Context: an optimization exercise on an open-source flow, tuned for small area, a short achievable clock period and few clock cycles. The choices shown serve that exercise and are no tape-out recipe. At most, simulation tests tie the RTL to the original design; equivalence was not proved.

Design gbn_tx, start of the top module:
module gbn_tx (
    input  wire         clk,
    input  wire         rst,           
    output wire         src_req,
    input  wire         src_valid,
    input  wire [15:0]  src_n,
    input  wire [63:0]  src_data,
    output wire         tx_valid,
    input  wire         tx_ready,
    output wire [15:0]  tx_len,
    output wire [127:0] tx_data,
    output wire         rx_req,
    input  wire         rx_valid,
    input  wire         rx_count,
    input  wire [15:0]  rx_len,
    input  wire [127:0] rx_data,
    output wire         tmr_req,
    input  wire         tmr_ack,
    output wire [1:0]   tmr_cmd,
    output wire [31:0]  tmr_arg,
    input  wire         tmr_expired,
    input  wire [1:0]   sta_addr,
    output reg  [31:0]  sta_data,
    output reg          trace_valid,
    output reg  [3:0]   trace_op,
    output wire         done,
    output wire         flt
);
For scale: roughly 790 flip-flops, about 460 I/O pins, ~0.041 mm2 of cells after synthesis.
Settings: LEC_CHECK=0, CAP_MARGIN=20, CORE_MARGIN=2, CORE_UTILIZATION=55, CTS_BUF_LIST=sky130_fd_sc_hd__clkbuf_4 sky130_fd_sc_hd__clkbuf_8, SLEW_MARGIN=20; clock period 13.0 ns.
standard.sh (not shown) runs the stock make flow with config.mk's settings and CLKGATE_MAP_FILE= SYNTH_SCRIPT=/design/flow/synth_recipe.tcl, a recipe that flattens the netlist after the stock synthesis.
==> flow/flow/run.sh <==
#!/bin/bash
# Standard ORFS layout with a larger setup-repair margin and the smallest
# buffer on each port. Full tool output goes to standard.log in the work folder.
set -euo pipefail
bash standard.sh finish SETUP_SLACK_MARGIN=8.5 \
  "BUFFER_PORTS_ARGS=-buffer_cell sky130_fd_sc_hd__buf_1" > standard.log 2>&1
The baseline completed without violations.
Testbench counts at the start, summed over its fixed seeds: cycles 47,037.
Rerun with:
--- a/flow/flow/run.sh
+++ b/flow/flow/run.sh
@@ -4,3 +4,3 @@
 set -euo pipefail
-bash standard.sh finish SETUP_SLACK_MARGIN=8.5 \
+bash standard.sh finish SETUP_SLACK_MARGIN=6 \
   "BUFFER_PORTS_ARGS=-buffer_cell sky130_fd_sc_hd__buf_1" > standard.log 2>&1
Result: Maximum frequency decreases by 8.4%. Setup slack loses 0.57 ns.
Rerun with:
--- a/flow/flow/run.sh
+++ b/flow/flow/run.sh
@@ -4,3 +4,3 @@
 set -euo pipefail
-bash standard.sh finish SETUP_SLACK_MARGIN=6 \
+bash standard.sh finish SETUP_SLACK_MARGIN=7 \
   "BUFFER_PORTS_ARGS=-buffer_cell sky130_fd_sc_hd__buf_1" > standard.log 2>&1
Worst setup slack is better by 0.46 ns.
Via count rose by 1.4%.
Wire length came out higher by 2.5%.
Non-clock buffer count went up by 38.
Sequential cell count does not change.

---

## north
gbn_tx again, from the RTL that the note above started with.
clock: 13.0 ns
lec_check: 0
cap_margin: 20
core_margin: 2
core_utilization: 70
cts_buf_list: sky130_fd_sc_hd__clkbuf_4 sky130_fd_sc_hd__clkbuf_8
slew_margin: 20
==> flow/flow/run.sh <==
#!/bin/bash
# Standard ORFS layout with a larger setup-repair margin and the smallest
# buffer on each port. Full tool output goes to standard.log in the work folder.
set -euo pipefail
bash standard.sh finish SETUP_SLACK_MARGIN=7 \
  "BUFFER_PORTS_ARGS=-buffer_cell sky130_fd_sc_hd__buf_1" > standard.log 2>&1
north: done, clean on timing, DRC and antenna
Testbench counts of north, summed over its fixed seeds: cycles 47,037.
Relative to north, the following input files were edited for south:
# north
export LEC_CHECK = 0
export CAP_MARGIN = 20
export CORE_MARGIN = 2
export CORE_UTILIZATION = 70
export CTS_BUF_LIST = sky130_fd_sc_hd__clkbuf_4 sky130_fd_sc_hd__clkbuf_8
export SLEW_MARGIN = 20
create_clock -name core_clock -period 13.0 [get_ports {clk}]
# south
export LEC_CHECK = 0
export CAP_MARGIN = 20
export CORE_MARGIN = 2
export CORE_UTILIZATION = 55
export CTS_BUF_LIST = sky130_fd_sc_hd__clkbuf_4 sky130_fd_sc_hd__clkbuf_8
export SLEW_MARGIN = 20
create_clock -name core_clock -period 13.0 [get_ports {clk}]
-- flow/flow/run.sh --
<<< north, line 4
set -euo pipefail
bash standard.sh finish SETUP_SLACK_MARGIN=7 \
  "BUFFER_PORTS_ARGS=-buffer_cell sky130_fd_sc_hd__buf_1" > standard.log 2>&1
>>> south, line 4
set -euo pipefail
bash standard.sh finish SETUP_SLACK_MARGIN=6.5 \
  "BUFFER_PORTS_ARGS=-buffer_cell sky130_fd_sc_hd__buf_1" > standard.log 2>&1
==> summary.txt <==
Diff north -> south: number of gates given a new drive strength after cts went down by 87; via-per-instance ratio decreased by about 9% relative to the old numbers; adder-cell share of the synthesized area flat. Sort south and north by global-route usage over all layers, descending, and north comes first. Number of instances in the synthesized netlist across south and north: no real change. Going from north to south, worst slew margin relative to its limit now larger, routed wire length now smaller. Fraction of the core area covered by cells at the end of the flow for south is lower than for north. Summary of the comparison: global-route wire length before repair is lower in south, relative to north.

---

Another version of the RTL of gbn_tx (not shown whole).
Size: ~460 I/O pins, about 0.040 mm2 of cells after synthesis.
==> flow/design.v (excerpt) <==
module gbn_tx (
    input  wire         clk,
    input  wire         rst,           
    output wire         src_req,
    input  wire         src_valid,
    input  wire [15:0]  src_n,
    input  wire [63:0]  src_data,
    output wire         tx_valid,
    input  wire         tx_ready,
    output wire [15:0]  tx_len,
    output wire [127:0] tx_data,
    output wire         rx_req,
    input  wire         rx_valid,
    input  wire         rx_count,
    input  wire [15:0]  rx_len,
    input  wire [127:0] rx_data,
    output wire         tmr_req,
    input  wire         tmr_ack,
    output wire [1:0]   tmr_cmd,
    output wire [31:0]  tmr_arg,
    input  wire         tmr_expired,
    input  wire [1:0]   sta_addr,
    output reg  [31:0]  sta_data,
    output reg          trace_valid,
    output reg  [3:0]   trace_op,
    output wire         done,
    output wire         flt
);
    localparam integer W          = 8;
    localparam integer M          = 8;
    localparam [31:0]  TIMEOUT_MS = 32'd1000;
    localparam [3:0] OP_INIT = 4'h0, OP_LOOP = 4'h1, OP_SENTINEL = 4'h2,
                     OP_FILL_SKIP = 4'h3, OP_FILL_SEND = 4'h4, OP_FILL_EOF = 4'h5,
                     OP_RX_NONE = 4'h6, OP_RX_DISCARD = 4'h7, OP_ACK_STALE = 4'h8,
                     OP_ACK_AHEAD = 4'h9, OP_ACK_PARTIAL = 4'hA, OP_ACK_DRAIN = 4'hB,
                     OP_TMO_NONE = 4'hC, OP_TMO_SPURIOUS = 4'hD, OP_TMO_RETX = 4'hE;
    localparam [1:0] FC_SEQ_EXHAUSTED = 2'd1, FC_SRC_OVERRUN = 2'd2;
  ...
clock: 13.0 ns
lec_check: 0
cap_margin: 20
core_margin: 2
core_utilization: 40
cts_buf_list: sky130_fd_sc_hd__clkbuf_4 sky130_fd_sc_hd__clkbuf_8
slew_margin: 20
==> flow/flow/run.sh <==
#!/bin/bash
# Standard ORFS layout with a larger setup-repair margin and the smallest
# buffer on each port. Full tool output goes to standard.log in the work folder.
set -euo pipefail
bash standard.sh finish SETUP_SLACK_MARGIN=9 \
  "BUFFER_PORTS_ARGS=-buffer_cell sky130_fd_sc_hd__buf_1" > standard.log 2>&1
The baseline passed the timing, DRC and antenna checks.
Rerun with:
==> flow/run.sh (new file) <==
#!/bin/bash
# synth_recipe.tcl (not shown) runs the flow's synth.tcl, then flattens the netlist and writes it again
# the make line also repeats each setting of config.mk as NAME=value (left out here)
make -C /OpenROAD-flow-scripts/flow DESIGN_CONFIG=/design/flow/config.mk WORK_HOME=/design/flow/orfs CLKGATE_MAP_FILE= SYNTH_SCRIPT=/design/flow/synth_recipe.tcl finish
CTS_BUF_LIST = unset   (was sky130_fd_sc_hd__clkbuf_4 sky130_fd_sc_hd__clkbuf_8)
SETUP_SLACK_MARGIN = 5   (was unset)
removed: flow/flow/run.sh
removed: flow/standard.sh
What happened:
- clock skew climbs by 7.9 ps
- synthesized cell count is unchanged
- routed wire length drops by 6.4%
- hold slack hardly moves
- setup slack loses 540 ps
- clock-buffer cell count drops by 70
- flip-flop and latch count is unchanged
- register-to-register slack loses 610 ps
No run of this note included a check of the RTL's function; only the layout flow was run.

## static timing again, ports no longer ideal
The results above use ideal ports. As a check the final layouts listed here were re-extracted and re-timed, cells and wires unchanged.
Step 1: set_driving_cell puts a clkbuf_16 on clk and a buf_2 on each other input, an assumption about the parent block.
Step 2 also shifts input and output timing later by t, the mid clock arrival at the registers, as if the neighbouring blocks saw the same clock.
a / b / c = no drivers / after step 1 / after step 2; a / b = the first two.
run	shift t [ns]	slack for setup (ns)	slew at the worst register clock pin (ns)	pins driven straight from the clock port
the first run of note 1	0.871	6.777 / 6.782 / 5.912	0.08 / 0.08	1
the second run of note 1	0.847	6.206 / 6.239 / 5.392	0.06 / 0.06	1
the third run of note 1	0.855	6.664 / 6.666 / 5.811	0.07 / 0.07	1
north	0.811	6.667 / 6.666 / 5.855	0.11 / 0.11	1
south	0.859	6.637 / 6.614 / 5.804	0.06 / 0.06	1
the first run of note 3	0.849	5.683 / 5.670 / 4.821	0.08 / 0.08	1
the second run of note 3	0.712	5.142 / 5.193 / 4.480	0.06 / 0.06	1
After both steps setup and hold are still met in every run listed. For the first run of note 1, which loses most, drivers alone change the setup slack by +0.005 ns; drivers and shift together by -0.865 ns.
